From an optimization exercise on the open Yosys and OpenROAD flow, aimed at small area, a short achievable clock period and few clock cycles per item; shortcuts taken in it are not production practice. No functional check of the RTL was part of any run shown here. No activity file was given, so power comes from the tool's default toggle rates.

==> flow/flow/run.sh <==
#!/bin/bash
set -euo pipefail
bash standard.sh SETUP_SLACK_MARGIN=8 finish > standard.log 2>&1
==> flow/standard.sh <==
#!/bin/bash
# synth_recipe.tcl (not shown) runs the flow's synth.tcl, then flattens the netlist and writes it again
# the make line also repeats each setting of config.mk as NAME=value (left out here)
make -C /OpenROAD-flow-scripts/flow DESIGN_CONFIG=/design/flow/config.mk WORK_HOME=/design/flow/orfs CLKGATE_MAP_FILE= SYNTH_SCRIPT=/design/flow/synth_recipe.tcl "${@:-finish}"
==> flow/config.mk <==
export PLATFORM = sky130hd
export DESIGN_NAME = bitcrush_core
export DESIGN_NICKNAME = bitcrush_core
export VERILOG_FILES = /design/flow/design.v
export SDC_FILE = /design/flow/constraint.sdc
export NUM_CORES = 4
export LEC_CHECK = 0
export CAP_MARGIN = 20
export CORE_MARGIN = 2
export CORE_UTILIZATION = 40
export SLEW_MARGIN = 20
export SYNTH_MEMORY_MAX_BITS = 8192
==> flow/constraint.sdc <==
create_clock -name core_clock -period 12.0 [get_ports {clk}]
set_input_delay 2.4000 -clock core_clock [delete_from_list [all_inputs] [get_ports {clk}]]
set_output_delay 2.4000 -clock core_clock [all_outputs]
set_load 0.01 [all_outputs]
==> flow/design.v <==
module bitcrush_levels_rom (
    input  wire [8:0]  drive,
    output reg  [15:0] lvl_m
);
    always @(*) begin
        case (drive)
            9'd0: lvl_m = 16'd65535;
            9'd1: lvl_m = 16'd65524;
            9'd2: lvl_m = 16'd65493;
            9'd3: lvl_m = 16'd65441;
            9'd4: lvl_m = 16'd65368;
            9'd5: lvl_m = 16'd65275;
            9'd6: lvl_m = 16'd65161;
            9'd7: lvl_m = 16'd65027;
            9'd8: lvl_m = 16'd64872;
            9'd9: lvl_m = 16'd64698;
            9'd10: lvl_m = 16'd64503;
            9'd11: lvl_m = 16'd64288;
            9'd12: lvl_m = 16'd64054;
            9'd13: lvl_m = 16'd63801;
            9'd14: lvl_m = 16'd63528;
            9'd15: lvl_m = 16'd63236;
            9'd16: lvl_m = 16'd62926;
            9'd17: lvl_m = 16'd62598;
            9'd18: lvl_m = 16'd62251;
            9'd19: lvl_m = 16'd61887;
            9'd20: lvl_m = 16'd61505;
            9'd21: lvl_m = 16'd61106;
            9'd22: lvl_m = 16'd60691;
            9'd23: lvl_m = 16'd60259;
            9'd24: lvl_m = 16'd59811;
            9'd25: lvl_m = 16'd59348;
            9'd26: lvl_m = 16'd58870;
            9'd27: lvl_m = 16'd58377;
            9'd28: lvl_m = 16'd57870;
            9'd29: lvl_m = 16'd57349;
            9'd30: lvl_m = 16'd56814;
            9'd31: lvl_m = 16'd56267;
            9'd32: lvl_m = 16'd55708;
            9'd33: lvl_m = 16'd55136;
            9'd34: lvl_m = 16'd54553;
            9'd35: lvl_m = 16'd53959;
            9'd36: lvl_m = 16'd53355;
            9'd37: lvl_m = 16'd52740;
            9'd38: lvl_m = 16'd52117;
            9'd39: lvl_m = 16'd51484;
            9'd40: lvl_m = 16'd50842;
            9'd41: lvl_m = 16'd50193;
            9'd42: lvl_m = 16'd49537;
            9'd43: lvl_m = 16'd48873;
            9'd44: lvl_m = 16'd48203;
            9'd45: lvl_m = 16'd47527;
            9'd46: lvl_m = 16'd46846;
            9'd47: lvl_m = 16'd46160;
            9'd48: lvl_m = 16'd45469;
            9'd49: lvl_m = 16'd44775;
            9'd50: lvl_m = 16'd44077;
            9'd51: lvl_m = 16'd43377;
            9'd52: lvl_m = 16'd42673;
            9'd53: lvl_m = 16'd41969;
            9'd54: lvl_m = 16'd41262;
            9'd55: lvl_m = 16'd40555;
            9'd56: lvl_m = 16'd39847;
            9'd57: lvl_m = 16'd39139;
            9'd58: lvl_m = 16'd38431;
            9'd59: lvl_m = 16'd37724;
            9'd60: lvl_m = 16'd37019;
            9'd61: lvl_m = 16'd36315;
            9'd62: lvl_m = 16'd35613;
            9'd63: lvl_m = 16'd34914;
            9'd64: lvl_m = 16'd34217;
            9'd65: lvl_m = 16'd33524;
            9'd66: lvl_m = 16'd32834;
            9'd67: lvl_m = 16'd32149;
            9'd68: lvl_m = 16'd31468;
            9'd69: lvl_m = 16'd30791;
            9'd70: lvl_m = 16'd30119;
            9'd71: lvl_m = 16'd29453;
            9'd72: lvl_m = 16'd28792;
            9'd73: lvl_m = 16'd28138;
            9'd74: lvl_m = 16'd27489;
            9'd75: lvl_m = 16'd26847;
            9'd76: lvl_m = 16'd26211;
            9'd77: lvl_m = 16'd25583;
            9'd78: lvl_m = 16'd24961;
            9'd79: lvl_m = 16'd24347;
            9'd80: lvl_m = 16'd23741;
            9'd81: lvl_m = 16'd23142;
            9'd82: lvl_m = 16'd22551;
            9'd83: lvl_m = 16'd21968;
            9'd84: lvl_m = 16'd21394;
            9'd85: lvl_m = 16'd20828;
            9'd86: lvl_m = 16'd20270;
            9'd87: lvl_m = 16'd19722;
            9'd88: lvl_m = 16'd19181;
            9'd89: lvl_m = 16'd18650;
            9'd90: lvl_m = 16'd18128;
            9'd91: lvl_m = 16'd17615;
            9'd92: lvl_m = 16'd17111;
            9'd93: lvl_m = 16'd16616;
            9'd94: lvl_m = 16'd16130;
            9'd95: lvl_m = 16'd15654;
            9'd96: lvl_m = 16'd15186;
            9'd97: lvl_m = 16'd14728;
            9'd98: lvl_m = 16'd14280;
            9'd99: lvl_m = 16'd13840;
            9'd100: lvl_m = 16'd13410;
            9'd101: lvl_m = 16'd12989;
            9'd102: lvl_m = 16'd12577;
            9'd103: lvl_m = 16'd12175;
            9'd104: lvl_m = 16'd11781;
            9'd105: lvl_m = 16'd11397;
            9'd106: lvl_m = 16'd11022;
            9'd107: lvl_m = 16'd10656;
            9'd108: lvl_m = 16'd10298;
            9'd109: lvl_m = 16'd9950;
            9'd110: lvl_m = 16'd9610;
            9'd111: lvl_m = 16'd9279;
            9'd112: lvl_m = 16'd8956;
            9'd113: lvl_m = 16'd8642;
            9'd114: lvl_m = 16'd8336;
            9'd115: lvl_m = 16'd8039;
            9'd116: lvl_m = 16'd7749;
            9'd117: lvl_m = 16'd7468;
            9'd118: lvl_m = 16'd7195;
            9'd119: lvl_m = 16'd6929;
            9'd120: lvl_m = 16'd6671;
            9'd121: lvl_m = 16'd6421;
            9'd122: lvl_m = 16'd6178;
            9'd123: lvl_m = 16'd5943;
            9'd124: lvl_m = 16'd5714;
            9'd125: lvl_m = 16'd5493;
            9'd126: lvl_m = 16'd5278;
            9'd127: lvl_m = 16'd5071;
            9'd128: lvl_m = 16'd4869;
            9'd129: lvl_m = 16'd4675;
            9'd130: lvl_m = 16'd4487;
            9'd131: lvl_m = 16'd4305;
            9'd132: lvl_m = 16'd4129;
            9'd133: lvl_m = 16'd3959;
            9'd134: lvl_m = 16'd3794;
            9'd135: lvl_m = 16'd3636;
            9'd136: lvl_m = 16'd3483;
            9'd137: lvl_m = 16'd3335;
            9'd138: lvl_m = 16'd3193;
            9'd139: lvl_m = 16'd3055;
            9'd140: lvl_m = 16'd2923;
            9'd141: lvl_m = 16'd2795;
            9'd142: lvl_m = 16'd2673;
            9'd143: lvl_m = 16'd2554;
            9'd144: lvl_m = 16'd2441;
            9'd145: lvl_m = 16'd2331;
            9'd146: lvl_m = 16'd2226;
            9'd147: lvl_m = 16'd2125;
            9'd148: lvl_m = 16'd2028;
            9'd149: lvl_m = 16'd1934;
            9'd150: lvl_m = 16'd1844;
            9'd151: lvl_m = 16'd1758;
            9'd152: lvl_m = 16'd1676;
            9'd153: lvl_m = 16'd1597;
            9'd154: lvl_m = 16'd1521;
            9'd155: lvl_m = 16'd1448;
            9'd156: lvl_m = 16'd1378;
            9'd157: lvl_m = 16'd1311;
            9'd158: lvl_m = 16'd1247;
            9'd159: lvl_m = 16'd1186;
            9'd160: lvl_m = 16'd1127;
            9'd161: lvl_m = 16'd1071;
            9'd162: lvl_m = 16'd1018;
            9'd163: lvl_m = 16'd966;
            9'd164: lvl_m = 16'd918;
            9'd165: lvl_m = 16'd871;
            9'd166: lvl_m = 16'd826;
            9'd167: lvl_m = 16'd784;
            9'd168: lvl_m = 16'd743;
            9'd169: lvl_m = 16'd704;
            9'd170: lvl_m = 16'd667;
            9'd171: lvl_m = 16'd632;
            9'd172: lvl_m = 16'd598;
            9'd173: lvl_m = 16'd567;
            9'd174: lvl_m = 16'd536;
            9'd175: lvl_m = 16'd507;
            9'd176: lvl_m = 16'd480;
            9'd177: lvl_m = 16'd453;
            9'd178: lvl_m = 16'd428;
            9'd179: lvl_m = 16'd405;
            9'd180: lvl_m = 16'd382;
            9'd181: lvl_m = 16'd361;
            9'd182: lvl_m = 16'd341;
            9'd183: lvl_m = 16'd321;
            9'd184: lvl_m = 16'd303;
            9'd185: lvl_m = 16'd286;
            9'd186: lvl_m = 16'd269;
            9'd187: lvl_m = 16'd254;
            9'd188: lvl_m = 16'd239;
            9'd189: lvl_m = 16'd225;
            9'd190: lvl_m = 16'd212;
            9'd191: lvl_m = 16'd199;
            9'd192: lvl_m = 16'd188;
            9'd193: lvl_m = 16'd176;
            9'd194: lvl_m = 16'd166;
            9'd195: lvl_m = 16'd156;
            9'd196: lvl_m = 16'd146;
            9'd197: lvl_m = 16'd137;
            9'd198: lvl_m = 16'd129;
            9'd199: lvl_m = 16'd121;
            9'd200: lvl_m = 16'd113;
            9'd201: lvl_m = 16'd106;
            9'd202: lvl_m = 16'd100;
            9'd203: lvl_m = 16'd93;
            9'd204: lvl_m = 16'd87;
            9'd205: lvl_m = 16'd82;
            9'd206: lvl_m = 16'd77;
            9'd207: lvl_m = 16'd72;
            9'd208: lvl_m = 16'd67;
            9'd209: lvl_m = 16'd63;
            9'd210: lvl_m = 16'd58;
            9'd211: lvl_m = 16'd55;
            9'd212: lvl_m = 16'd51;
            9'd213: lvl_m = 16'd48;
            9'd214: lvl_m = 16'd44;
            9'd215: lvl_m = 16'd41;
            9'd216: lvl_m = 16'd38;
            9'd217: lvl_m = 16'd36;
            9'd218: lvl_m = 16'd33;
            9'd219: lvl_m = 16'd31;
            9'd220: lvl_m = 16'd29;
            9'd221: lvl_m = 16'd27;
            9'd222: lvl_m = 16'd25;
            9'd223: lvl_m = 16'd23;
            9'd224: lvl_m = 16'd21;
            9'd225: lvl_m = 16'd20;
            9'd226: lvl_m = 16'd18;
            9'd227: lvl_m = 16'd17;
            9'd228: lvl_m = 16'd16;
            9'd229: lvl_m = 16'd14;
            9'd230: lvl_m = 16'd13;
            9'd231: lvl_m = 16'd12;
            9'd232: lvl_m = 16'd11;
            9'd233: lvl_m = 16'd10;
            9'd234: lvl_m = 16'd10;
            9'd235: lvl_m = 16'd9;
            9'd236: lvl_m = 16'd8;
            9'd237: lvl_m = 16'd7;
            9'd238: lvl_m = 16'd7;
            9'd239: lvl_m = 16'd6;
            9'd240: lvl_m = 16'd6;
            9'd241: lvl_m = 16'd5;
            9'd242: lvl_m = 16'd5;
            9'd243: lvl_m = 16'd4;
            9'd244: lvl_m = 16'd4;
            9'd245: lvl_m = 16'd3;
            9'd246: lvl_m = 16'd3;
            9'd247: lvl_m = 16'd3;
            9'd248: lvl_m = 16'd2;
            9'd249: lvl_m = 16'd2;
            9'd250: lvl_m = 16'd2;
            9'd251: lvl_m = 16'd1;
            9'd252: lvl_m = 16'd1;
            9'd253: lvl_m = 16'd1;
            9'd254: lvl_m = 16'd1;
            9'd255: lvl_m = 16'd1;
            9'd256: lvl_m = 16'd1;
            default: lvl_m = 16'd1;
        endcase
    end
endmodule
module bitcrush_factor_rom (
    input  wire [8:0] drive,
    output wire [4:0] fm1
);
    function [4:0] fm1_of;
        input [8:0] d;
        case (d)
            9'd0: fm1_of = 5'd0;
            9'd1: fm1_of = 5'd0;
            9'd2: fm1_of = 5'd0;
            9'd3: fm1_of = 5'd0;
            9'd4: fm1_of = 5'd0;
            9'd5: fm1_of = 5'd0;
            9'd6: fm1_of = 5'd0;
            9'd7: fm1_of = 5'd0;
            9'd8: fm1_of = 5'd0;
            9'd9: fm1_of = 5'd0;
            9'd10: fm1_of = 5'd0;
            9'd11: fm1_of = 5'd0;
            9'd12: fm1_of = 5'd0;
            9'd13: fm1_of = 5'd0;
            9'd14: fm1_of = 5'd0;
            9'd15: fm1_of = 5'd0;
            9'd16: fm1_of = 5'd0;
            9'd17: fm1_of = 5'd0;
            9'd18: fm1_of = 5'd0;
            9'd19: fm1_of = 5'd0;
            9'd20: fm1_of = 5'd0;
            9'd21: fm1_of = 5'd0;
            9'd22: fm1_of = 5'd0;
            9'd23: fm1_of = 5'd0;
            9'd24: fm1_of = 5'd0;
            9'd25: fm1_of = 5'd0;
            9'd26: fm1_of = 5'd0;
            9'd27: fm1_of = 5'd0;
            9'd28: fm1_of = 5'd0;
            9'd29: fm1_of = 5'd0;
            9'd30: fm1_of = 5'd0;
            9'd31: fm1_of = 5'd0;
            9'd32: fm1_of = 5'd0;
            9'd33: fm1_of = 5'd0;
            9'd34: fm1_of = 5'd0;
            9'd35: fm1_of = 5'd0;
            9'd36: fm1_of = 5'd0;
            9'd37: fm1_of = 5'd0;
            9'd38: fm1_of = 5'd0;
            9'd39: fm1_of = 5'd0;
            9'd40: fm1_of = 5'd0;
            9'd41: fm1_of = 5'd0;
            9'd42: fm1_of = 5'd0;
            9'd43: fm1_of = 5'd0;
            9'd44: fm1_of = 5'd0;
            9'd45: fm1_of = 5'd0;
            9'd46: fm1_of = 5'd1;
            9'd47: fm1_of = 5'd1;
            9'd48: fm1_of = 5'd1;
            9'd49: fm1_of = 5'd1;
            9'd50: fm1_of = 5'd1;
            9'd51: fm1_of = 5'd1;
            9'd52: fm1_of = 5'd1;
            9'd53: fm1_of = 5'd1;
            9'd54: fm1_of = 5'd1;
            9'd55: fm1_of = 5'd1;
            9'd56: fm1_of = 5'd1;
            9'd57: fm1_of = 5'd1;
            9'd58: fm1_of = 5'd1;
            9'd59: fm1_of = 5'd1;
            9'd60: fm1_of = 5'd1;
            9'd61: fm1_of = 5'd1;
            9'd62: fm1_of = 5'd1;
            9'd63: fm1_of = 5'd1;
            9'd64: fm1_of = 5'd1;
            9'd65: fm1_of = 5'd1;
            9'd66: fm1_of = 5'd2;
            9'd67: fm1_of = 5'd2;
            9'd68: fm1_of = 5'd2;
            9'd69: fm1_of = 5'd2;
            9'd70: fm1_of = 5'd2;
            9'd71: fm1_of = 5'd2;
            9'd72: fm1_of = 5'd2;
            9'd73: fm1_of = 5'd2;
            9'd74: fm1_of = 5'd2;
            9'd75: fm1_of = 5'd2;
            9'd76: fm1_of = 5'd2;
            9'd77: fm1_of = 5'd2;
            9'd78: fm1_of = 5'd2;
            9'd79: fm1_of = 5'd2;
            9'd80: fm1_of = 5'd3;
            9'd81: fm1_of = 5'd3;
            9'd82: fm1_of = 5'd3;
            9'd83: fm1_of = 5'd3;
            9'd84: fm1_of = 5'd3;
            9'd85: fm1_of = 5'd3;
            9'd86: fm1_of = 5'd3;
            9'd87: fm1_of = 5'd3;
            9'd88: fm1_of = 5'd3;
            9'd89: fm1_of = 5'd3;
            9'd90: fm1_of = 5'd3;
            9'd91: fm1_of = 5'd3;
            9'd92: fm1_of = 5'd4;
            9'd93: fm1_of = 5'd4;
            9'd94: fm1_of = 5'd4;
            9'd95: fm1_of = 5'd4;
            9'd96: fm1_of = 5'd4;
            9'd97: fm1_of = 5'd4;
            9'd98: fm1_of = 5'd4;
            9'd99: fm1_of = 5'd4;
            9'd100: fm1_of = 5'd4;
            9'd101: fm1_of = 5'd4;
            9'd102: fm1_of = 5'd4;
            9'd103: fm1_of = 5'd5;
            9'd104: fm1_of = 5'd5;
            9'd105: fm1_of = 5'd5;
            9'd106: fm1_of = 5'd5;
            9'd107: fm1_of = 5'd5;
            9'd108: fm1_of = 5'd5;
            9'd109: fm1_of = 5'd5;
            9'd110: fm1_of = 5'd5;
            9'd111: fm1_of = 5'd5;
            9'd112: fm1_of = 5'd5;
            9'd113: fm1_of = 5'd6;
            9'd114: fm1_of = 5'd6;
            9'd115: fm1_of = 5'd6;
            9'd116: fm1_of = 5'd6;
            9'd117: fm1_of = 5'd6;
            9'd118: fm1_of = 5'd6;
            9'd119: fm1_of = 5'd6;
            9'd120: fm1_of = 5'd6;
            9'd121: fm1_of = 5'd6;
            9'd122: fm1_of = 5'd7;
            9'd123: fm1_of = 5'd7;
            9'd124: fm1_of = 5'd7;
            9'd125: fm1_of = 5'd7;
            9'd126: fm1_of = 5'd7;
            9'd127: fm1_of = 5'd7;
            9'd128: fm1_of = 5'd7;
            9'd129: fm1_of = 5'd7;
            9'd130: fm1_of = 5'd7;
            9'd131: fm1_of = 5'd8;
            9'd132: fm1_of = 5'd8;
            9'd133: fm1_of = 5'd8;
            9'd134: fm1_of = 5'd8;
            9'd135: fm1_of = 5'd8;
            9'd136: fm1_of = 5'd8;
            9'd137: fm1_of = 5'd8;
            9'd138: fm1_of = 5'd9;
            9'd139: fm1_of = 5'd9;
            9'd140: fm1_of = 5'd9;
            9'd141: fm1_of = 5'd9;
            9'd142: fm1_of = 5'd9;
            9'd143: fm1_of = 5'd9;
            9'd144: fm1_of = 5'd9;
            9'd145: fm1_of = 5'd9;
            9'd146: fm1_of = 5'd10;
            9'd147: fm1_of = 5'd10;
            9'd148: fm1_of = 5'd10;
            9'd149: fm1_of = 5'd10;
            9'd150: fm1_of = 5'd10;
            9'd151: fm1_of = 5'd10;
            9'd152: fm1_of = 5'd10;
            9'd153: fm1_of = 5'd11;
            9'd154: fm1_of = 5'd11;
            9'd155: fm1_of = 5'd11;
            9'd156: fm1_of = 5'd11;
            9'd157: fm1_of = 5'd11;
            9'd158: fm1_of = 5'd11;
            9'd159: fm1_of = 5'd11;
            9'd160: fm1_of = 5'd12;
            9'd161: fm1_of = 5'd12;
            9'd162: fm1_of = 5'd12;
            9'd163: fm1_of = 5'd12;
            9'd164: fm1_of = 5'd12;
            9'd165: fm1_of = 5'd12;
            9'd166: fm1_of = 5'd13;
            9'd167: fm1_of = 5'd13;
            9'd168: fm1_of = 5'd13;
            9'd169: fm1_of = 5'd13;
            9'd170: fm1_of = 5'd13;
            9'd171: fm1_of = 5'd13;
            9'd172: fm1_of = 5'd13;
            9'd173: fm1_of = 5'd14;
            9'd174: fm1_of = 5'd14;
            9'd175: fm1_of = 5'd14;
            9'd176: fm1_of = 5'd14;
            9'd177: fm1_of = 5'd14;
            9'd178: fm1_of = 5'd14;
            9'd179: fm1_of = 5'd15;
            9'd180: fm1_of = 5'd15;
            9'd181: fm1_of = 5'd15;
            9'd182: fm1_of = 5'd15;
            9'd183: fm1_of = 5'd15;
            9'd184: fm1_of = 5'd16;
            9'd185: fm1_of = 5'd16;
            9'd186: fm1_of = 5'd16;
            9'd187: fm1_of = 5'd16;
            9'd188: fm1_of = 5'd16;
            9'd189: fm1_of = 5'd16;
            9'd190: fm1_of = 5'd17;
            9'd191: fm1_of = 5'd17;
            9'd192: fm1_of = 5'd17;
            9'd193: fm1_of = 5'd17;
            9'd194: fm1_of = 5'd17;
            9'd195: fm1_of = 5'd17;
            9'd196: fm1_of = 5'd18;
            9'd197: fm1_of = 5'd18;
            9'd198: fm1_of = 5'd18;
            9'd199: fm1_of = 5'd18;
            9'd200: fm1_of = 5'd18;
            9'd201: fm1_of = 5'd19;
            9'd202: fm1_of = 5'd19;
            9'd203: fm1_of = 5'd19;
            9'd204: fm1_of = 5'd19;
            9'd205: fm1_of = 5'd19;
            9'd206: fm1_of = 5'd20;
            9'd207: fm1_of = 5'd20;
            9'd208: fm1_of = 5'd20;
            9'd209: fm1_of = 5'd20;
            9'd210: fm1_of = 5'd20;
            9'd211: fm1_of = 5'd21;
            9'd212: fm1_of = 5'd21;
            9'd213: fm1_of = 5'd21;
            9'd214: fm1_of = 5'd21;
            9'd215: fm1_of = 5'd21;
            9'd216: fm1_of = 5'd22;
            9'd217: fm1_of = 5'd22;
            9'd218: fm1_of = 5'd22;
            9'd219: fm1_of = 5'd22;
            9'd220: fm1_of = 5'd22;
            9'd221: fm1_of = 5'd23;
            9'd222: fm1_of = 5'd23;
            9'd223: fm1_of = 5'd23;
            9'd224: fm1_of = 5'd23;
            9'd225: fm1_of = 5'd23;
            9'd226: fm1_of = 5'd24;
            9'd227: fm1_of = 5'd24;
            9'd228: fm1_of = 5'd24;
            9'd229: fm1_of = 5'd24;
            9'd230: fm1_of = 5'd25;
            9'd231: fm1_of = 5'd25;
            9'd232: fm1_of = 5'd25;
            9'd233: fm1_of = 5'd25;
            9'd234: fm1_of = 5'd25;
            9'd235: fm1_of = 5'd26;
            9'd236: fm1_of = 5'd26;
            9'd237: fm1_of = 5'd26;
            9'd238: fm1_of = 5'd26;
            9'd239: fm1_of = 5'd27;
            9'd240: fm1_of = 5'd27;
            9'd241: fm1_of = 5'd27;
            9'd242: fm1_of = 5'd27;
            9'd243: fm1_of = 5'd27;
            9'd244: fm1_of = 5'd28;
            9'd245: fm1_of = 5'd28;
            9'd246: fm1_of = 5'd28;
            9'd247: fm1_of = 5'd28;
            9'd248: fm1_of = 5'd29;
            9'd249: fm1_of = 5'd29;
            9'd250: fm1_of = 5'd29;
            9'd251: fm1_of = 5'd29;
            9'd252: fm1_of = 5'd30;
            9'd253: fm1_of = 5'd30;
            9'd254: fm1_of = 5'd30;
            9'd255: fm1_of = 5'd30;
            9'd256: fm1_of = 5'd31;
            default: fm1_of = 5'd31;
        endcase
    endfunction
    assign fm1 = fm1_of(drive);
endmodule
module bitcrush_core (
    input  wire        clk,
    input  wire        rst,
    input  wire        cmd_valid,
    output reg         cmd_ready,
    input  wire [31:0] cmd_data,
    output reg         rsp_valid,
    output wire [31:0] rsp_data
);
    localparam [1:0] K_SAMP = 2'd0, K_ACK = 2'd1, K_ILL = 2'd2, K_GET = 2'd3;
    reg         in_v;
    reg  [3:0]  in_op;
    reg         in_rz;        
    reg  [15:0] in_dat;
    reg  [8:0]  drive_r;
    reg  [9:0]  gain_r;
    reg  [4:0]  fm1_r;        
    reg  [15:0] held_s;       
    reg  [15:0] held_m;       
    reg  [4:0]  cnt;
    reg         dirty;        
    reg         dpend;        
    reg  [5:0]  rep_front;
    reg  [6:0]  out_cnt;
    wire [15:0] data   = in_dat;
    wire        dz     = (data == 16'd0);
    wire        is_samp = in_rz && (in_op == 4'h1);
    wire        is_sd   = in_rz && (in_op == 4'h2);
    wire        is_sg   = in_rz && (in_op == 4'h3);
    wire        is_gd   = in_rz && (in_op == 4'h4) && dz;
    wire        is_gg   = in_rz && (in_op == 4'h5) && dz;
    wire        is_nop  = in_rz && (in_op == 4'h0) && dz;
    wire        latch    = (cnt >= fm1_r);
    wire        need_job = is_samp && (latch || dirty);
    wire        need_rec = !is_samp || need_job;
    wire [1:0]  rec_kind = is_samp ? K_SAMP :
                           (is_gd || is_gg) ? K_GET :
                           (is_nop || is_sd || is_sg) ? K_ACK : K_ILL;
    wire [8:0]  drive_new = data[15] ? 9'd0  : (data > 16'd256) ? 9'd256  : data[8:0];
    wire [9:0]  gain_new  = data[15] ? 10'd0 : (data > 16'd512) ? 10'd512 : data[9:0];
    wire [4:0]  fm1_d;
    bitcrush_factor_rom u_from (.drive(drive_r), .fm1(fm1_d));
    wire [15:0] m_cur;
    bitcrush_levels_rom u_rom (.drive(drive_r), .lvl_m(m_cur));
    reg         v1, v2, v3, v4, v5;
    reg  [1:0]  k1, k2, k3, k4, k5;
    reg  [5:0]  p1, p2, p3, p4, p5;
    reg  [1:0]  i1, i2, i3, i4;
    reg  [15:0] s1;
    reg         sp1;
    reg  [15:0] m1;
    reg  [9:0]  g1;
    reg  [17:0] a1;
    reg  [15:0] u2;
    reg         n2;
    reg  [11:0] g2;
    reg         gp2;
    reg  [18:0] a2;
    reg  [15:0] m2;
    reg  [15:0] r3, x3, m3;
    reg  [17:0] t3;           
    reg         n3, z3;
    reg  [15:0] r4, x4, m4;
    reg  [17:0] t4;
    reg         n4, z4;
    reg  [15:0] val5;         
    reg         n5, z5;
    reg  [15:0] cur_v;
    reg  [3:0]  rsp_hi;
    reg  [15:0] rsp_lo;
    assign rsp_data = {rsp_hi, 12'd0, rsp_lo};
    wire done1 = v1 && (k1 != K_SAMP || i1 == 2'd3);
    wire done2 = v2 && (k2 != K_SAMP || i2 == 2'd3);
    wire done3 = v3 && (k3 != K_SAMP || i3 == 2'd3);
    wire done4 = v4 && (k4 != K_SAMP || i4 == 2'd3);
    wire pop5  = v5 && (p5 == 6'd0);
    wire take5 = !v5 || pop5;
    wire xf4   = done4 && take5;
    wire take4 = !v4 || xf4;
    wire xf3   = done3 && take4;
    wire take3 = !v3 || xf3;
    wire xf2   = done2 && take3;
    wire take2 = !v2 || xf2;
    wire xf1   = done1 && take2;
    wire take1 = !v1 || xf1;
    wire blk     = is_samp && dpend;
    wire consume = in_v && !blk && (!need_rec || take1);
    wire load1   = in_v && !blk && need_rec && take1;
    wire any_rec = v1 | v2 | v3 | v4 | v5;
    wire h5 = v5;
    wire h4 = v4 && !v5;
    wire h3 = v3 && !v4 && !v5;
    wire h2 = v2 && !v3 && !v4 && !v5;
    wire h1 = v1 && !v2 && !v3 && !v4 && !v5;
    wire d5 = h5 && (p5 != 6'd0);
    wire d4 = h4 && (p4 != 6'd0);
    wire d3 = h3 && (p3 != 6'd0);
    wire d2 = h2 && (p2 != 6'd0);
    wire d1 = h1 && (p1 != 6'd0);
    wire df = !any_rec && (rep_front != 6'd0);
    wire emit_rep = d1 | d2 | d3 | d4 | d5 | df;
    wire emit     = emit_rep | pop5;
    wire       acc_in   = cmd_valid && cmd_ready;
    wire       dirty_c  = is_sg ? 1'b1 : need_job ? 1'b0 : dirty;
    wire       pj_cons  = dirty_c || (is_samp ? (latch ? (fm1_r == 5'd0) : ({1'b0, cnt} + 6'd1 >= {1'b0, fm1_r}))
                                               : latch);
    wire       pred_job = dpend || (consume ? pj_cons : (dirty || latch));
    wire       dirty_nx = consume ? dirty_c : dirty;
    wire       dpend_nx = consume && is_sd;
    wire       in_samp  = (cmd_data[31:16] == 16'h1000);
    wire       in_v_nx  = acc_in || (in_v && !consume);
    wire       samp_nx  = acc_in ? in_samp : is_samp;
    wire       nrec_nx  = acc_in ? (!in_samp || pred_job) : (need_rec || dpend);
    wire       v1_nx    = load1 || (v1 && !xf1);
    wire       ok_nx    = !(samp_nx && dpend_nx) && (!nrec_nx || !v1_nx);
    wire [6:0] out_nx   = out_cnt + {6'd0, acc_in} - {6'd0, emit};
    function [2:0] booth;    
        input [2:0] b;
        case (b)
            3'b000, 3'b111: booth = 3'b000;
            3'b001, 3'b010: booth = 3'b001;
            3'b011:         booth = 3'b010;
            3'b100:         booth = 3'b110;
            default:        booth = 3'b101;    
        endcase
    endfunction
    wire [2:0]  bd10 = booth({s1[1:0], sp1});
    wire [2:0]  bd11 = booth(s1[3:1]);
    wire [16:0] pp10 = bd10[0] ? {1'b0, m1} : bd10[1] ? {m1, 1'b0} : 17'd0;
    wire [16:0] pp11 = bd11[0] ? {1'b0, m1} : bd11[1] ? {m1, 1'b0} : 17'd0;
    wire [20:0] o10  = {{3{a1[17]}}, a1};
    wire [20:0] o11  = {21{bd10[2]}} ^ {4'b0, pp10};
    wire [20:0] o12  = ({21{bd11[2]}} ^ {4'b0, pp11}) << 2;
    wire [20:0] o13  = {18'd0, bd11[2], 1'b0, bd10[2]};
    wire [20:0] c1s  = o10 ^ o11 ^ o12;
    wire [20:0] c1c  = ((o10 & o11) | (o10 & o12) | (o11 & o12)) << 1;
    wire [20:0] c2s  = c1s ^ c1c ^ o13;
    wire [20:0] c2c  = ((c1s & c1c) | (c1s & o13) | (c1c & o13)) << 1;
    wire [20:0] t1   = c2s + c2c;
    wire [17:0] a1n  = t1[20:4] | {t1[20], 17'd0};
    wire        kneg = t1[20];
    wire [15:0] u_in = t1[18:3] ^ {16{kneg}};
    wire        c_in = t1[2] ^ kneg;
    wire [2:0]  bd20 = booth({g2[1:0], gp2});
    wire [2:0]  bd21 = booth(g2[3:1]);
    wire [16:0] pp20 = bd20[0] ? {1'b0, u2} : bd20[1] ? {u2, 1'b0} : 17'd0;
    wire [16:0] pp21 = bd21[0] ? {1'b0, u2} : bd21[1] ? {u2, 1'b0} : 17'd0;
    wire [21:0] o20  = {{3{a2[18]}}, a2};
    wire [21:0] o21  = {22{bd20[2]}} ^ {5'b0, pp20};
    wire [21:0] o22  = ({22{bd21[2]}} ^ {5'b0, pp21}) << 2;
    wire [21:0] o23  = {19'd0, bd21[2], 1'b0, bd20[2]};
    wire [21:0] d1s  = o20 ^ o21 ^ o22;
    wire [21:0] d1c  = ((o20 & o21) | (o20 & o22) | (o21 & o22)) << 1;
    wire [21:0] d2s  = d1s ^ d1c ^ o23;
    wire [21:0] d2c  = ((d1s & d1c) | (d1s & o23) | (d1c & o23)) << 1;
    wire [21:0] t2   = d2s + d2c;
    wire [18:0] a2n  = t2[21:4] | {t2[21], 18'd0};
    wire [24:0] kg   = {a2[12:0], g2};
    wire [7:0]  kr   = kg[7:0];
    wire        mb   = m2[0];
    wire [1:0]  cx   = !n2 ? {1'b0, (mb ? (kr > 8'd128) : (kr != 8'd0))}
                           : (mb ? ((kr > 8'd128) ? 2'd2 : 2'd1) : {1'b0, (kr != 8'd0)});
    wire [1:0]  kx   = 2'd1 + {1'b0, n2} - cx;      
    wire [32:0] x0   = {1'b0, kg, 5'd0, kx};
    wire [32:0] x1   = {16'hFFFF, ~kg[24:8]};
    wire [32:0] x2   = {18'd0, m2[15:1]} ^ {33{n2}};
    wire [32:0] xs   = x0 ^ x1 ^ x2;
    wire [32:0] xc   = ((x0 & x1) | (x0 & x2) | (x1 & x2)) << 1;
    wire [32:0] xp   = xs + xc;
    wire [17:0] m3x  = {2'b0, m2} + {1'b0, m2, 1'b0};
    wire [17:0] r3w = {r3, x3[15:14]};
    wire [18:0] e31 = {1'b0, r3w} - {3'b0, m3};
    wire [18:0] e32 = {1'b0, r3w} - {2'b0, m3, 1'b0};
    wire [18:0] e33 = {1'b0, r3w} - {1'b0, t3};
    wire [1:0]  q3  = !e33[18] ? 2'd3 : !e32[18] ? 2'd2 : !e31[18] ? 2'd1 : 2'd0;
    wire [15:0] r3n = !e33[18] ? e33[15:0] : !e32[18] ? e32[15:0] : !e31[18] ? e31[15:0] : r3w[15:0];
    wire [15:0] x3n = {x3[13:0], q3};
    wire [17:0] r4w = {r4, x4[15:14]};
    wire [18:0] e41 = {1'b0, r4w} - {3'b0, m4};
    wire [18:0] e42 = {1'b0, r4w} - {2'b0, m4, 1'b0};
    wire [18:0] e43 = {1'b0, r4w} - {1'b0, t4};
    wire [1:0]  q4  = !e43[18] ? 2'd3 : !e42[18] ? 2'd2 : !e41[18] ? 2'd1 : 2'd0;
    wire [15:0] r4n = !e43[18] ? e43[15:0] : !e42[18] ? e42[15:0] : !e41[18] ? e41[15:0] : r4w[15:0];
    wire [15:0] x4n = {x4[13:0], q4};
    reg  [15:0] vfin;
    always @(*) begin
        if (z5)
            vfin = 16'd0;
        else if (!n5)
            vfin = val5[15] ? 16'h7FFF : val5;
        else
            vfin = (val5[15] || (&val5[14:0])) ? 16'h8000 : ~val5;
    end
    always @(posedge clk) begin
        if (acc_in) begin
            in_op  <= cmd_data[31:28];
            in_rz  <= (cmd_data[27:16] == 12'd0);
            in_dat <= cmd_data[15:0];
        end
        if (consume) begin
            if (is_samp) begin
                if (latch) begin
                    cnt    <= 5'd0;
                    held_s <= data;
                    held_m <= m_cur;
                end else begin
                    cnt    <= cnt + 5'd1;
                end
            end
            if (is_sd)
                drive_r <= drive_new;
            if (is_sg)
                gain_r <= gain_new;
        end
        dirty <= dirty_nx;
        dpend <= dpend_nx;
        fm1_r <= fm1_d;
        if (load1) begin
            s1  <= (is_samp && latch) ? data : held_s;
            sp1 <= 1'b0;
            m1  <= is_samp ? (latch ? m_cur : held_m) : (is_gd ? {7'd0, drive_r} : {6'd0, gain_r});
            g1  <= gain_r;
            a1  <= 18'd0;
            i1  <= 2'd0;
            k1  <= rec_kind;
        end else if (v1 && !done1) begin
            s1  <= {4'd0, s1[15:4]};
            sp1 <= s1[3];
            a1  <= a1n;
            i1  <= i1 + 2'd1;
        end
        if (xf1) begin
            u2  <= u_in;
            n2  <= kneg;
            g2  <= {2'd0, g1};
            gp2 <= 1'b0;
            a2  <= c_in ? {9'd0, g1} : 19'd0;
            m2  <= m1;
            i2  <= 2'd0;
            k2  <= k1;
        end else if (v2 && !done2) begin
            g2  <= {t2[3:0], g2[11:4]};
            gp2 <= g2[3];
            a2  <= a2n;
            i2  <= i2 + 2'd1;
        end
        if (xf2) begin
            r3 <= xp[31:16];
            x3 <= xp[15:0];
            z3 <= xp[32];
            n3 <= n2;
            m3 <= m2;
            t3 <= m3x;
            i3 <= 2'd0;
            k3 <= k2;
        end else if (v3 && !done3) begin
            r3 <= r3n;
            x3 <= x3n;
            i3 <= i3 + 2'd1;
        end
        if (xf3) begin
            r4 <= r3n;
            x4 <= x3n;
            z4 <= z3;
            n4 <= n3;
            m4 <= m3;
            t4 <= t3;
            i4 <= 2'd0;
            k4 <= k3;
        end else if (v4 && !done4) begin
            r4 <= r4n;
            x4 <= x4n;
            i4 <= i4 + 2'd1;
        end
        if (xf4) begin
            val5 <= (k4 == K_SAMP) ? x4n : m4;
            n5   <= n4;
            z5   <= z4;
            k5   <= k4;
        end
        if (load1)   p1 <= rep_front - {5'd0, df};
        else if (d1) p1 <= p1 - 6'd1;
        if (xf1)     p2 <= p1 - {5'd0, d1};
        else if (d2) p2 <= p2 - 6'd1;
        if (xf2)     p3 <= p2 - {5'd0, d2};
        else if (d3) p3 <= p3 - 6'd1;
        if (xf3)     p4 <= p3 - {5'd0, d3};
        else if (d4) p4 <= p4 - 6'd1;
        if (xf4)     p5 <= p4 - {5'd0, d4};
        else if (d5) p5 <= p5 - 6'd1;
        if (emit) begin
            if (emit_rep) begin
                rsp_hi <= 4'b0001;
                rsp_lo <= cur_v;
            end else begin
                case (k5)
                    K_SAMP:  begin rsp_hi <= 4'b0001; rsp_lo <= vfin;  end
                    K_GET:   begin rsp_hi <= 4'b0010; rsp_lo <= val5;  end
                    K_ACK:   begin rsp_hi <= 4'b0000; rsp_lo <= 16'd0; end
                    default: begin rsp_hi <= 4'b1111; rsp_lo <= 16'd0; end
                endcase
            end
        end
        if (pop5 && k5 == K_SAMP)
            cur_v <= vfin;
        if (rst) begin
            in_v      <= 1'b0;
            cmd_ready <= 1'b0;
            v1 <= 1'b0; v2 <= 1'b0; v3 <= 1'b0; v4 <= 1'b0; v5 <= 1'b0;
            rsp_valid <= 1'b0;
            rep_front <= 6'd0;
            out_cnt   <= 7'd0;
            drive_r   <= 9'd128;
            gain_r    <= 10'd256;
            fm1_r     <= 5'd7;
            held_s    <= 16'd0;
            held_m    <= 16'd1;
            cnt       <= 5'd0;
            dirty     <= 1'b0;
            dpend     <= 1'b0;
            cur_v     <= 16'd0;
        end else begin
            in_v      <= in_v_nx;
            cmd_ready <= (!in_v_nx || ok_nx) && (out_cnt <= 7'd58);
            v1 <= v1_nx;
            v2 <= xf1 || (v2 && !xf2);
            v3 <= xf2 || (v3 && !xf3);
            v4 <= xf3 || (v4 && !xf4);
            v5 <= xf4 || (v5 && !pop5);
            rsp_valid <= emit;
            rep_front <= load1 ? 6'd0 :
                         rep_front + {5'd0, consume && !need_rec} - {5'd0, df};
            out_cnt   <= out_nx;
        end
    end
endmodule
==> results of run 1 <==
layout make-up:
class / instances / area, µm²
clock inverters: 39 / 505
well taps: 1265 / 1580
repair buffers: 363 / 3870
fillers: 8739 / 47600
clock buffers: 68 / 1530
inverters: 303 / 1220
flip-flops and latches: 480 / 13000
multi-input cells: 3397 / 25800
repair inverters: 1 / 7.51
through the flow:
stage / cell area, µm² / hold slack [ns] / util / power (mW)
2_1_floorplan: 39000 / 0.400 / - / 4.36
3_3_place_gp: 40300 / 0.400 / 0.424 / 5.03
3_5_place_dp: 40300 / 0.405 / 0.424 / 5.07
4_1_cts: 46100 / 0.419 / 0.484 / 7.69
5_1_grt: 47500 / 0.424 / 0.499 / 8.45
6_report: 47500 / 0.418 / 0.499 / 8.00
synth_stat cells (26+ instances only):
library cell	n
a211oi_1	62
a21o_1	44
a21oi_1	331
a22oi_1	41
a31oi_1	65
and3_1	38
buf_2	42
clkbuf_1	158
dfxtp_1	145
edfxtp_1	335
fa_1	61
ha_1	326
inv_1	291
mux2i_1	62
nand2_1	555
nand2b_1	33
nand3_1	103
nor2_1	346
nor2b_1	43
nor3_1	107
o211ai_1	44
o21a_1	43
o21ai_0	245
o221ai_1	33
o22ai_1	26
o31ai_1	46
or3_1	29
xnor2_1	151
xor2_1	141
worst register-to-register path: cells and delay by family (launching register included):
family	cells	cell delay, ns
AOI/OAI and AO/OA	8	1.30
adders and majority gates	3	1.11
buffers and inverters	6	0.79
xor gates and xnor gates	3	0.50
DFF	1	0.46
and+or+nand+nor	2	0.28
flip-flops by register name, summed over array words and instances, names as in the netlist, 17 cells and up:
| register | cells |
|---|---|
| a1 | 17 |
| a2 | 18 |
| t3 | 18 |
| t4 | 18 |
routing by layer:
| layer | GRT usage | wire (µm) |
|---|---|---|
| met4 | 0.133 | 8120 |
| met3 | 0.0491 | 11100 |
| met5 | 0 | 13 |
| met2 | 0.422 | 60300 |
| met1 | 0.340 | 55100 |
power by group through the flow:
stage          Sequential, mW  Clock (mW)  Combinational [mW]
3_3_place_gp             2.20           0                2.83
6_report                 2.17        1.89                3.94
3_5_place_dp             2.20           0                2.87
4_1_cts                  2.17        1.93                3.59
2_1_floorplan            2.15           0                2.20
5_1_grt                  2.19        1.99                4.28
worst paths after layout:
| check | startpoint | to | slack (ns) | cells after the start |
|---|---|---|---|---|
| min reg2reg | n3 | n4 | 0.42 | 0 |
| max reg2reg | s1[1] | a2[8] | 7.25 | 22 |
| min | n3 | n4 | 0.42 | 0 |
| max | s1[1] | a2[8] | 7.25 | 22 |
kinds of logic (layout without fill, tap and decap cells):
group | count (synthesis) | in the layout | synth area share
adders and majority gates | 387 | 387 | 0.138
AOI/OAI and AO/OA | 1230 | 1232 | 0.211
muxes | 91 | 91 | 0.0251
xor gates and xnor gates | 294 | 294 | 0.0676
buffers and inverters | 559 | 774 | 0.0600
DFF | 480 | 480 | 0.337
other | 1 | 12 | 0.0000974
and+or+nand+nor | 1379 | 1381 | 0.162
what timing repair did:
item                                    4_1_cts  5_1_grt
endpoints found under the setup margin      143      125
resized for setup                           399      188
setup buffers                               167       62
pin swaps                                   147      120
gates cloned                                 19        3
==> results.ini, run 1 <==
[critical_path]
cpPeakStageDelay_ns=0.51
worstSetupStartpointType=flop
crit_path_end_kind=flop
crit_family=compound AO/OA/AOI/OAI gates
crit_required_ns=12.35
critPathBufInv=6
critPathArrivalTime_ns=5.10
path_cells=buf_6 -> buf_16 -> buf_4 -> xnor2_2 -> o22ai_2 -> a21oi_2 -> fa_1 -> inv_1 -> ha_1 -> ha_4 -> o21a_1 -> nor2_1 -> o21a_1 -> a311oi_2 -> nand4b_1 -> a31o_1 -> a21oi_4 -> xnor2_4 -> buf_12 -> xor2_4 -> buf_12 -> o32ai_1
cp_slowest_cell=fa_1
critical_path_peak_fanout=10
worstSetupPathType=flop to flop

[detailed_routing]
wire_per_inst_um=22.8
first_iter_violations=3606
drc=0
antenna_left=0
routed_wl_mm=135
first_pass_iters=6
drt-vias-per-instance=5.92
vias=35002

[global_route]
grt.total_usage=0.263
grt_pass1_vias=33230
grt_first_pass_wirelength_mm=201
antenna_found_initial=2
grt_max_degree=75
grt_remaining_overflow=0

[synth]
synth_cell_types=112
yosysSeqAreaShare=0.337
synth-edff-count=335
synthTopCellsByArea=edfxtp_1, ha_1, dfxtp_1
synth.cell_area_um2=38500
async_flop_share=0
ys.flop_type=edfxtp_1
syn_area_per_cell_um2=8.71
synth_top_area_share=0.261
syn_inst=4421
yosys_warnings=3
synth_top_area_cell=edfxtp_1
ys_seq_elements=480

[sta]
rsz0062_at_grt=yes
final.min_clock_period_ns=4.75
max_freq_mhz=211
setup_viol_count_final=0
min_period_over_period=0.396
setup_ws_ns=7.25
clock-skew-final_ns=0.0317
worst_slew_pin_slew_ns=1.06
hold_viol=0
fin_tns_setup_ns=0
slew_headroom=0.286
slew_viol_final=0

[power]
ir_worst_vdd_mv=0.136
power_switching_mw=2.97
pwr_density_cell_nw_per_um2=168
p_int_mw=5.03
pwr-share-comb=0.492
leakage_nw=18.7
pwr-share-seq=0.271
p_sw_frac=0.371
clock_power_share=0.237

[placed_design]
place_congestion=0.973
dp.cells=5558
dp_hpwl_mm=89.8
post-place-ws_ns=5.25
placement.io_buffers=56

[layout]
drive_above_1_share=0.189
fin_nets=5026
most-common-layout-cells=nand2_1, edfxtp_1, nor2_1, ha_1, a21oi_1
final_cells=5916
layout_commonest_cell=nand2_1
synthToLayoutAreaGrowth_pct=23.4
antenna_cells=0

[floorplanning]
die_x_um=314
core_um2=95200
rows=113
dieArea_um2=98800
die_h_um=314
initial_utilization=0.405
pin_count=69

[clock_network]
cts_tree=done
cts_inserted_buffers=58
cts_root_buffer=clkbuf_16
cts_num_sinks=480
clockBufferDepth=3
clk_pin_slew_ns=0.06
hold_buffers=0
ctsHtreeMaxLevel=2
clk_latency_ns=0.66

[run_status]
status=timing/DRC/antenna clean

[flow_run]
cap_viol_max_count=0

[min_path]
hold_path_class=flop to flop

==> run 2, diff against run 1 <==
--- a/flow/design.v
+++ b/flow/design.v
@@ -558,8 +558,8 @@
     reg         dpend;        
     reg  [5:0]  rep_front;
     reg  [6:0]  out_cnt;
-    wire [15:0] data   = in_dat;
-    wire        dz     = (data == 16'd0);
+    wire [15:0] data    = in_dat;
+    wire        dz      = (data == 16'd0);
     wire        is_samp = in_rz && (in_op == 4'h1);
     wire        is_sd   = in_rz && (in_op == 4'h2);
     wire        is_sg   = in_rz && (in_op == 4'h3);
@@ -578,42 +578,31 @@
     bitcrush_factor_rom u_from (.drive(drive_r), .fm1(fm1_d));
     wire [15:0] m_cur;
     bitcrush_levels_rom u_rom (.drive(drive_r), .lvl_m(m_cur));
-    reg         v1, v2, v3, v4, v5;
-    reg  [1:0]  k1, k2, k3, k4, k5;
-    reg  [5:0]  p1, p2, p3, p4, p5;
-    reg  [1:0]  i1, i2, i3, i4;
-    reg  [15:0] s1;
-    reg         sp1;
-    reg  [15:0] m1;
-    reg  [9:0]  g1;
+    reg         v1, v2, v3, v5;
+    reg  [1:0]  k1, k2, k3, k5;
+    reg  [5:0]  p1, p2, p3;
+    reg  [1:0]  i1, i2, i3;
+    reg         gs1;          
     reg  [17:0] a1;
     reg  [15:0] u2;
     reg         n2;
     reg  [11:0] g2;
     reg         gp2;
     reg  [18:0] a2;
-    reg  [15:0] m2;
+    reg  [15:0] m2;           
     reg  [15:0] r3, x3, m3;
     reg  [17:0] t3;           
     reg         n3, z3;
-    reg  [15:0] r4, x4, m4;
-    reg  [17:0] t4;
-    reg         n4, z4;
     reg  [15:0] val5;         
     reg         n5, z5;
-    reg  [15:0] cur_v;
+    reg  [9:0]  gp5;          
     reg  [3:0]  rsp_hi;
     reg  [15:0] rsp_lo;
     assign rsp_data = {rsp_hi, 12'd0, rsp_lo};
     wire done1 = v1 && (k1 != K_SAMP || i1 == 2'd3);
     wire done2 = v2 && (k2 != K_SAMP || i2 == 2'd3);
     wire done3 = v3 && (k3 != K_SAMP || i3 == 2'd3);
-    wire done4 = v4 && (k4 != K_SAMP || i4 == 2'd3);
-    wire pop5  = v5 && (p5 == 6'd0);
-    wire take5 = !v5 || pop5;
-    wire xf4   = done4 && take5;
-    wire take4 = !v4 || xf4;
-    wire xf3   = done3 && take4;
+    wire xf3   = done3 && ((p3 == 6'd0) || ((p3 == 6'd1) && !v5));
     wire take3 = !v3 || xf3;
     wire xf2   = done2 && take3;
     wire take2 = !v2 || xf2;
@@ -622,20 +611,16 @@
     wire blk     = is_samp && dpend;
     wire consume = in_v && !blk && (!need_rec || take1);
     wire load1   = in_v && !blk && need_rec && take1;
-    wire any_rec = v1 | v2 | v3 | v4 | v5;
-    wire h5 = v5;
-    wire h4 = v4 && !v5;
-    wire h3 = v3 && !v4 && !v5;
-    wire h2 = v2 && !v3 && !v4 && !v5;
-    wire h1 = v1 && !v2 && !v3 && !v4 && !v5;
-    wire d5 = h5 && (p5 != 6'd0);
-    wire d4 = h4 && (p4 != 6'd0);
+    wire any_rec = v1 | v2 | v3 | v5;
+    wire h3 = v3 && !v5;
+    wire h2 = v2 && !v3 && !v5;
+    wire h1 = v1 && !v2 && !v3 && !v5;
     wire d3 = h3 && (p3 != 6'd0);
     wire d2 = h2 && (p2 != 6'd0);
     wire d1 = h1 && (p1 != 6'd0);
     wire df = !any_rec && (rep_front != 6'd0);
-    wire emit_rep = d1 | d2 | d3 | d4 | d5 | df;
-    wire emit     = emit_rep | pop5;
+    wire emit_rep = d1 | d2 | d3 | df;
+    wire emit     = emit_rep | v5;
     wire       acc_in   = cmd_valid && cmd_ready;
     wire       dirty_c  = is_sg ? 1'b1 : need_job ? 1'b0 : dirty;
     wire       pj_cons  = dirty_c || (is_samp ? (latch ? (fm1_r == 5'd0) : ({1'b0, cnt} + 6'd1 >= {1'b0, fm1_r}))
@@ -645,11 +630,15 @@
     wire       dpend_nx = consume && is_sd;
     wire       in_samp  = (cmd_data[31:16] == 16'h1000);
     wire       in_v_nx  = acc_in || (in_v && !consume);
-    wire       samp_nx  = acc_in ? in_samp : is_samp;
-    wire       nrec_nx  = acc_in ? (!in_samp || pred_job) : (need_rec || dpend);
     wire       v1_nx    = load1 || (v1 && !xf1);
-    wire       ok_nx    = !(samp_nx && dpend_nx) && (!nrec_nx || !v1_nx);
-    wire [6:0] out_nx   = out_cnt + {6'd0, acc_in} - {6'd0, emit};
+    wire       rdy_stay = !(in_v && !consume) ||
+                          (!(is_samp && dpend_nx) && (!(need_rec || dpend) || !v1_nx));
+    wire       rdy_samp = !dpend_nx && (!pred_job || !v1_nx);
+    wire       rdy_oth  = !v1_nx;
+    wire       rdy_room = (out_cnt <= 7'd58);
+    wire       rdy_nx   = rdy_room && (acc_in ? (in_samp ? rdy_samp : rdy_oth) : rdy_stay);
+    wire [6:0] out_em   = out_cnt - {6'd0, emit};
+    wire [6:0] out_em1  = out_cnt + {6'd0, !emit};
     function [2:0] booth;    
         input [2:0] b;
         case (b)
@@ -660,10 +649,19 @@
             default:        booth = 3'b101;    
         endcase
     endfunction
-    wire [2:0]  bd10 = booth({s1[1:0], sp1});
-    wire [2:0]  bd11 = booth(s1[3:1]);
-    wire [16:0] pp10 = bd10[0] ? {1'b0, m1} : bd10[1] ? {m1, 1'b0} : 17'd0;
-    wire [16:0] pp11 = bd11[0] ? {1'b0, m1} : bd11[1] ? {m1, 1'b0} : 17'd0;
+    reg  [4:0]  sw1;
+    always @(*) begin
+        case (i1)
+            2'd0:    sw1 = {held_s[3:0], 1'b0};
+            2'd1:    sw1 = held_s[7:3];
+            2'd2:    sw1 = held_s[11:7];
+            default: sw1 = held_s[15:11];
+        endcase
+    end
+    wire [2:0]  bd10 = booth(sw1[2:0]);
+    wire [2:0]  bd11 = booth(sw1[4:2]);
+    wire [16:0] pp10 = bd10[0] ? {1'b0, held_m} : bd10[1] ? {held_m, 1'b0} : 17'd0;
+    wire [16:0] pp11 = bd11[0] ? {1'b0, held_m} : bd11[1] ? {held_m, 1'b0} : 17'd0;
     wire [20:0] o10  = {{3{a1[17]}}, a1};
     wire [20:0] o11  = {21{bd10[2]}} ^ {4'b0, pp10};
     wire [20:0] o12  = ({21{bd11[2]}} ^ {4'b0, pp11}) << 2;
@@ -709,15 +707,15 @@
     wire [18:0] e32 = {1'b0, r3w} - {2'b0, m3, 1'b0};
     wire [18:0] e33 = {1'b0, r3w} - {1'b0, t3};
     wire [1:0]  q3  = !e33[18] ? 2'd3 : !e32[18] ? 2'd2 : !e31[18] ? 2'd1 : 2'd0;
-    wire [15:0] r3n = !e33[18] ? e33[15:0] : !e32[18] ? e32[15:0] : !e31[18] ? e31[15:0] : r3w[15:0];
-    wire [15:0] x3n = {x3[13:0], q3};
-    wire [17:0] r4w = {r4, x4[15:14]};
-    wire [18:0] e41 = {1'b0, r4w} - {3'b0, m4};
-    wire [18:0] e42 = {1'b0, r4w} - {2'b0, m4, 1'b0};
-    wire [18:0] e43 = {1'b0, r4w} - {1'b0, t4};
+    wire [15:0] r3m = !e33[18] ? e33[15:0] : !e32[18] ? e32[15:0] : !e31[18] ? e31[15:0] : r3w[15:0];
+    wire [15:0] x3m = {x3[13:0], q3};
+    wire [17:0] r4w = {r3m, x3m[15:14]};
+    wire [18:0] e41 = {1'b0, r4w} - {3'b0, m3};
+    wire [18:0] e42 = {1'b0, r4w} - {2'b0, m3, 1'b0};
+    wire [18:0] e43 = {1'b0, r4w} - {1'b0, t3};
     wire [1:0]  q4  = !e43[18] ? 2'd3 : !e42[18] ? 2'd2 : !e41[18] ? 2'd1 : 2'd0;
-    wire [15:0] r4n = !e43[18] ? e43[15:0] : !e42[18] ? e42[15:0] : !e41[18] ? e41[15:0] : r4w[15:0];
-    wire [15:0] x4n = {x4[13:0], q4};
+    wire [15:0] r3n = !e43[18] ? e43[15:0] : !e42[18] ? e42[15:0] : !e41[18] ? e41[15:0] : r4w[15:0];
+    wire [15:0] x3n = {x3m[13:0], q4};
     reg  [15:0] vfin;
     always @(*) begin
         if (z5)
@@ -752,26 +750,21 @@
         dpend <= dpend_nx;
         fm1_r <= fm1_d;
         if (load1) begin
-            s1  <= (is_samp && latch) ? data : held_s;
-            sp1 <= 1'b0;
-            m1  <= is_samp ? (latch ? m_cur : held_m) : (is_gd ? {7'd0, drive_r} : {6'd0, gain_r});
-            g1  <= gain_r;
             a1  <= 18'd0;
             i1  <= 2'd0;
             k1  <= rec_kind;
+            gs1 <= is_gd;
         end else if (v1 && !done1) begin
-            s1  <= {4'd0, s1[15:4]};
-            sp1 <= s1[3];
             a1  <= a1n;
             i1  <= i1 + 2'd1;
         end
         if (xf1) begin
             u2  <= u_in;
             n2  <= kneg;
-            g2  <= {2'd0, g1};
+            g2  <= {2'd0, gain_r};
             gp2 <= 1'b0;
-            a2  <= c_in ? {9'd0, g1} : 19'd0;
-            m2  <= m1;
+            a2  <= c_in ? {9'd0, gain_r} : 19'd0;
+            m2  <= (k1 == K_SAMP) ? held_m : gs1 ? {7'd0, drive_r} : {6'd0, gain_r};
             i2  <= 2'd0;
             k2  <= k1;
         end else if (v2 && !done2) begin
@@ -795,24 +788,13 @@
             i3 <= i3 + 2'd1;
         end
         if (xf3) begin
-            r4 <= r3n;
-            x4 <= x3n;
-            z4 <= z3;
-            n4 <= n3;
-            m4 <= m3;
-            t4 <= t3;
-            i4 <= 2'd0;
-            k4 <= k3;
-        end else if (v4 && !done4) begin
-            r4 <= r4n;
-            x4 <= x4n;
-            i4 <= i4 + 2'd1;
-        end
-        if (xf4) begin
-            val5 <= (k4 == K_SAMP) ? x4n : m4;
-            n5   <= n4;
-            z5   <= z4;
-            k5   <= k4;
+            k5 <= k3;
+            if (k3 == K_SAMP) begin
+                val5 <= x3n;
+                n5   <= n3;
+                z5   <= z3;
+            end
+            gp5 <= m3[9:0];
         end
         if (load1)   p1 <= rep_front - {5'd0, df};
         else if (d1) p1 <= p1 - 6'd1;
@@ -820,29 +802,22 @@
         else if (d2) p2 <= p2 - 6'd1;
         if (xf2)     p3 <= p2 - {5'd0, d2};
         else if (d3) p3 <= p3 - 6'd1;
-        if (xf3)     p4 <= p3 - {5'd0, d3};
-        else if (d4) p4 <= p4 - 6'd1;
-        if (xf4)     p5 <= p4 - {5'd0, d4};
-        else if (d5) p5 <= p5 - 6'd1;
         if (emit) begin
-            if (emit_rep) begin
+            if (emit_rep || k5 == K_SAMP) begin
                 rsp_hi <= 4'b0001;
-                rsp_lo <= cur_v;
+                rsp_lo <= vfin;
             end else begin
                 case (k5)
-                    K_SAMP:  begin rsp_hi <= 4'b0001; rsp_lo <= vfin;  end
-                    K_GET:   begin rsp_hi <= 4'b0010; rsp_lo <= val5;  end
+                    K_GET:   begin rsp_hi <= 4'b0010; rsp_lo <= {6'd0, gp5}; end
                     K_ACK:   begin rsp_hi <= 4'b0000; rsp_lo <= 16'd0; end
                     default: begin rsp_hi <= 4'b1111; rsp_lo <= 16'd0; end
                 endcase
             end
         end
-        if (pop5 && k5 == K_SAMP)
-            cur_v <= vfin;
         if (rst) begin
             in_v      <= 1'b0;
             cmd_ready <= 1'b0;
-            v1 <= 1'b0; v2 <= 1'b0; v3 <= 1'b0; v4 <= 1'b0; v5 <= 1'b0;
+            v1 <= 1'b0; v2 <= 1'b0; v3 <= 1'b0; v5 <= 1'b0;
             rsp_valid <= 1'b0;
             rep_front <= 6'd0;
             out_cnt   <= 7'd0;
@@ -854,19 +829,18 @@
             cnt       <= 5'd0;
             dirty     <= 1'b0;
             dpend     <= 1'b0;
-            cur_v     <= 16'd0;
+            z5        <= 1'b1;
         end else begin
             in_v      <= in_v_nx;
-            cmd_ready <= (!in_v_nx || ok_nx) && (out_cnt <= 7'd58);
+            cmd_ready <= rdy_nx;
             v1 <= v1_nx;
             v2 <= xf1 || (v2 && !xf2);
             v3 <= xf2 || (v3 && !xf3);
-            v4 <= xf3 || (v4 && !xf4);
-            v5 <= xf4 || (v5 && !pop5);
+            v5 <= xf3;
             rsp_valid <= emit;
             rep_front <= load1 ? 6'd0 :
                          rep_front + {5'd0, consume && !need_rec} - {5'd0, df};
-            out_cnt   <= out_nx;
+            out_cnt   <= acc_in ? out_em1 : out_em;
         end
     end
 endmodule
==> run 2 against run 1 <==
Still clean on timing, DRC and antenna. Hold slack improved by 0.00094 ns. Clock power decreased by 39%. Cell count decreased by 17%. Register-to-register slack got worse by 0.98 ns. Combinational power increased by 45%. Non-clock buffer count decreased by 72. Global-route usage decreased by 2.4 points. Synthesized area decreased by 19%. Flip-flop and latch count decreased by 148. Utilization decreased by 0.72 points. Final area decreased by 20%. Maximum frequency decreased by 17%. Largest power group unchanged.
==> results.ini, run 2 <==
[synth]
synthTopCellsByArea=edfxtp_1, ha_1, dfxtp_1
synthTopCellsByCount=nand2_1, ha_1, a21oi_1, nor2_1, o21ai_0
synth_top_area_cell=edfxtp_1
async_flop_share=0  ; unchanged
yosys_warnings=3  ; unchanged
syn_area_per_cell_um2=8.41  ; -3.4%
yosysSeqAreaShare=0.284  ; -0.0525
synth_top_area_share=0.214  ; -0.0476
ys.flop_type=edfxtp_1
synth_cell_types=93  ; -17%
synth_most_common_cell=nand2_1
ys_seq_elements=332  ; -31%
syn_inst=3710  ; -16%
synth.cell_area_um2=31200  ; -19%
synth-edff-count=222  ; -34%

[placed_design]
post-place-ws_ns=4.86  ; -0.386 ns
place_congestion=1.00  ; +3.2%
dp_hpwl_mm=71.9  ; -20%
placement.io_buffers=56  ; unchanged

[clock_network]
cts_tree=done
clk_pin_slew_ns=0.06  ; about the same
clockBufferDepth=3  ; unchanged
ctsHtreeMaxLevel=2  ; unchanged
cts_inserted_buffers=39  ; -33%
clk_latency_ns=0.57  ; -0.09 ns
cts_num_sinks=332  ; -31%
cts_root_buffer=clkbuf_16

[critical_path]
cpPeakStageDelay_ns=0.55  ; +0.04 ns
critPathBufInv=7  ; +1
crit_top_cell=ha_4
critPathArrivalTime_ns=6.04  ; +0.94 ns
cp_slowest_cell=fa_1
crit_required_ns=12.31  ; -0.04 ns
crit_family=compound AO/OA/AOI/OAI gates
crit_path_end_kind=flop
worstSetupPathType=flop to flop
critical_path_peak_fanout=6  ; -4
worstSetupStartpointType=flop

[detailed_routing]
wire_per_inst_um=20.4  ; -10%
routed_wl_mm=100  ; -25%
drt-vias-per-instance=5.82  ; -1.6%
vias=28661  ; -18%
first_pass_iters=6  ; unchanged
antenna_left=0  ; unchanged
drc=0  ; unchanged
first_iter_violations=2669  ; -26%

[global_route]
grt_first_pass_wirelength_mm=155  ; -23%
grt_max_degree=89  ; +19%
grt_remaining_overflow=0  ; unchanged
antenna_found_initial=2  ; unchanged
grt_pass1_vias=27151  ; -18%
grt.total_usage=0.240  ; -0.0237

[layout]
largestRegisters=a2 x18, t3 x18, a1 x17
synthToLayoutAreaGrowth_pct=21.9
antenna_cells=0  ; unchanged
layout_commonest_cell=nand2_1
fin_nets=4272  ; -15%
drive_above_1_share=0.178  ; -0.0107
most-common-layout-cells=nand2_1, nor2_1, ha_1, a21oi_1, o21ai_0

[floorplanning]
rows=102  ; -9.7%
dieArea_um2=80300  ; -19%
core_um2=77300  ; -19%
pin_count=69  ; unchanged
initial_utilization=0.404  ; -0.00114
die_x_um=283  ; -9.8%
die_h_um=283  ; -9.8%

[power]
leakage_nw=15.0  ; -20%
pwr_density_cell_nw_per_um2=225  ; +33%
ir_worst_vdd_mv=0.154  ; +14%

[sta]
slew_viol_final=0  ; unchanged
fin_tns_setup_ns=0  ; unchanged
setup_ws_ns=6.27  ; -0.978 ns
setup_viol_count_final=0  ; unchanged
slew_headroom=0.323  ; +0.0370
rsz0062_at_grt=yes
hold_viol=0  ; unchanged
min_period_over_period=0.477  ; +0.0815
worst_slew_pin_slew_ns=1.01  ; -0.0564 ns
final.min_clock_period_ns=5.73  ; +0.978 ns
max_freq_mhz=175  ; -17%
clock-skew-final_ns=0.0199  ; -0.0118 ns

[flow_run]
cap_viol_max_count=0  ; unchanged

[min_path]
hold_path_class=flop to flop

[run_status]
status=timing/DRC/antenna clean

## run 2: cell families after synthesis
| kind of cell | after synthesis | synth area share |
|---|---|---|
| flip-flops | 332 | 0.284 |
| multiplexers | 53 | 0.0205 |
| other | 1 | 0.000120 |
| AO/OA/AOI/OAI | 1108 | 0.227 |
| buffers and inverters | 417 | 0.0524 |
| adder cells (fa/ha/maj) | 385 | 0.169 |
| AND/OR/NAND/NOR | 1124 | 0.165 |
| XOR/XNOR | 290 | 0.0822 |
## run 2: cell type report
cell class	count	area (µm²)
inverter	215	846
timing repair buffer	291	2660
clock inverter	18	128
tap	1040	1300
fill	7323	39300
sequential	332	8890
clock buffer	51	1080
multi-input combinational	2974	23100
## run 2: worst reg2reg max path: stages (launching register included)
cell	delay, ns
dfxtp_4	0.38
buf_6	0.11
ha_4	0.15
a222oi_1	0.06
buf_4	0.15
a21oi_4	0.28
inv_2	0.11
ha_4	0.18
nor3_4	0.19
o22ai_4	0.10
xnor2_2	0.18
fa_1	0.55
inv_2	0.05
fa_2	0.49
ha_4	0.31
nand3_4	0.06
a2111oi_4	0.24
o31ai_4	0.14
a2111oi_4	0.46
nor4b_2	0.10
o31a_1	0.31
o2bb2ai_4	0.18
xnor2_4	0.16
buf_6	0.16
buf_12	0.12
buf_12	0.14
xnor2_1	0.14
## run 2: per-stage QoR
| step | cells | power [mW] | cell area, µm² | util | hold slack [ns] |
|---|---|---|---|---|---|
| final | 4921 | 8.55 | 38100 | 0.492 | 0.419 |
| after global routing | 4921 | 9.15 | 38100 | 0.492 | 0.425 |
| after CTS | 4877 | 8.14 | 36900 | 0.478 | 0.423 |
| after detailed placement | 4652 | 6.14 | 33200 | 0.429 | 0.408 |
| after global placement | 4652 | 6.12 | 33200 | 0.429 | 0.404 |
| after floorplan | 3721 | 5.15 | 32000 | - | 0.400 |
## run 2: worst paths after layout
kind         start    end  slack, ns  depth (start not counted)
max reg2reg  i1[0]  u2[7]       6.27                         26
min reg2reg     n3     n5       0.42                          0
min             n3     n5       0.42                          0
max          i1[0]  u2[7]       6.27                         26
## run 2: routing by layer
| layer | track usage | vias up | part of all wire |
|---|---|---|---|
| met5 | 0 | - | 0 |
| met4 | 0.0943 | 0 | 0.039 |
| met3 | 0.0267 | 225 | 0.062 |
| met2 | 0.389 | 1057 | 0.46 |
| met1 | 0.326 | 13655 | 0.44 |
| li1 | - | 13724 | - |
## run 2: repair_timing
| action | 4_1_cts | 5_1_grt |
|---|---|---|
| gates resized for setup | 242 | 157 |
| endpoints found under the hold margin | 0 | 0 |
| pin swaps | 113 | 97 |
| endpoints found under the setup margin | 83 | 93 |
| buffers inserted | 151 | 43 |
| cloned | 5 | 1 |
| hold buffers | 0 | 0 |
## run 2: where the power goes
group | leakage (nW) | switching (mW) | internal [mW] | total [mW]
Combinational | 11.5 | 3.08 | 2.65 | 5.73
Sequential | 2.96 | 0.148 | 1.52 | 1.67
Clock | 0.585 | 0.496 | 0.659 | 1.16

-- static timing again, ports no longer ideal --
In the flow no input, the clock included, has a driving cell. The finished layouts below were timed again as built, in two steps. Step 1 (the two cells are an assumption about what drives the block):
set clk [get_ports {clk}]
set_driving_cell -lib_cell sky130_fd_sc_hd__clkbuf_16 $clk
set_driving_cell -lib_cell sky130_fd_sc_hd__buf_2 [delete_from_list [all_inputs] $clk]
Step 2, shift: input delay + t, output delay - t, t = (earliest + latest rising clock arrival at the registers) / 2. This alone moves slack from input paths to output paths. Three values: ideal, step 1, step 2; two values: the first two.
| run | t (ns) | setup slack, ns | worst hold slack (ns) | worst setup path after step 2 | pins driven straight from the clock port |
|---|---|---|---|---|---|
| run 1 | 0.714 | 7.251 / 7.251 / 6.792 | 0.418 / 0.418 / 0.418 | input to register | 1 |
| run 2 | 0.624 | 6.273 / 6.273 / 6.273 | 0.419 / 0.419 / 0.419 | register to register | 1 |
After both steps every run listed still meets setup and hold. The setup slack of run 1, which loses most, moves by 0.000 ns with the drivers and by -0.459 ns with both steps.
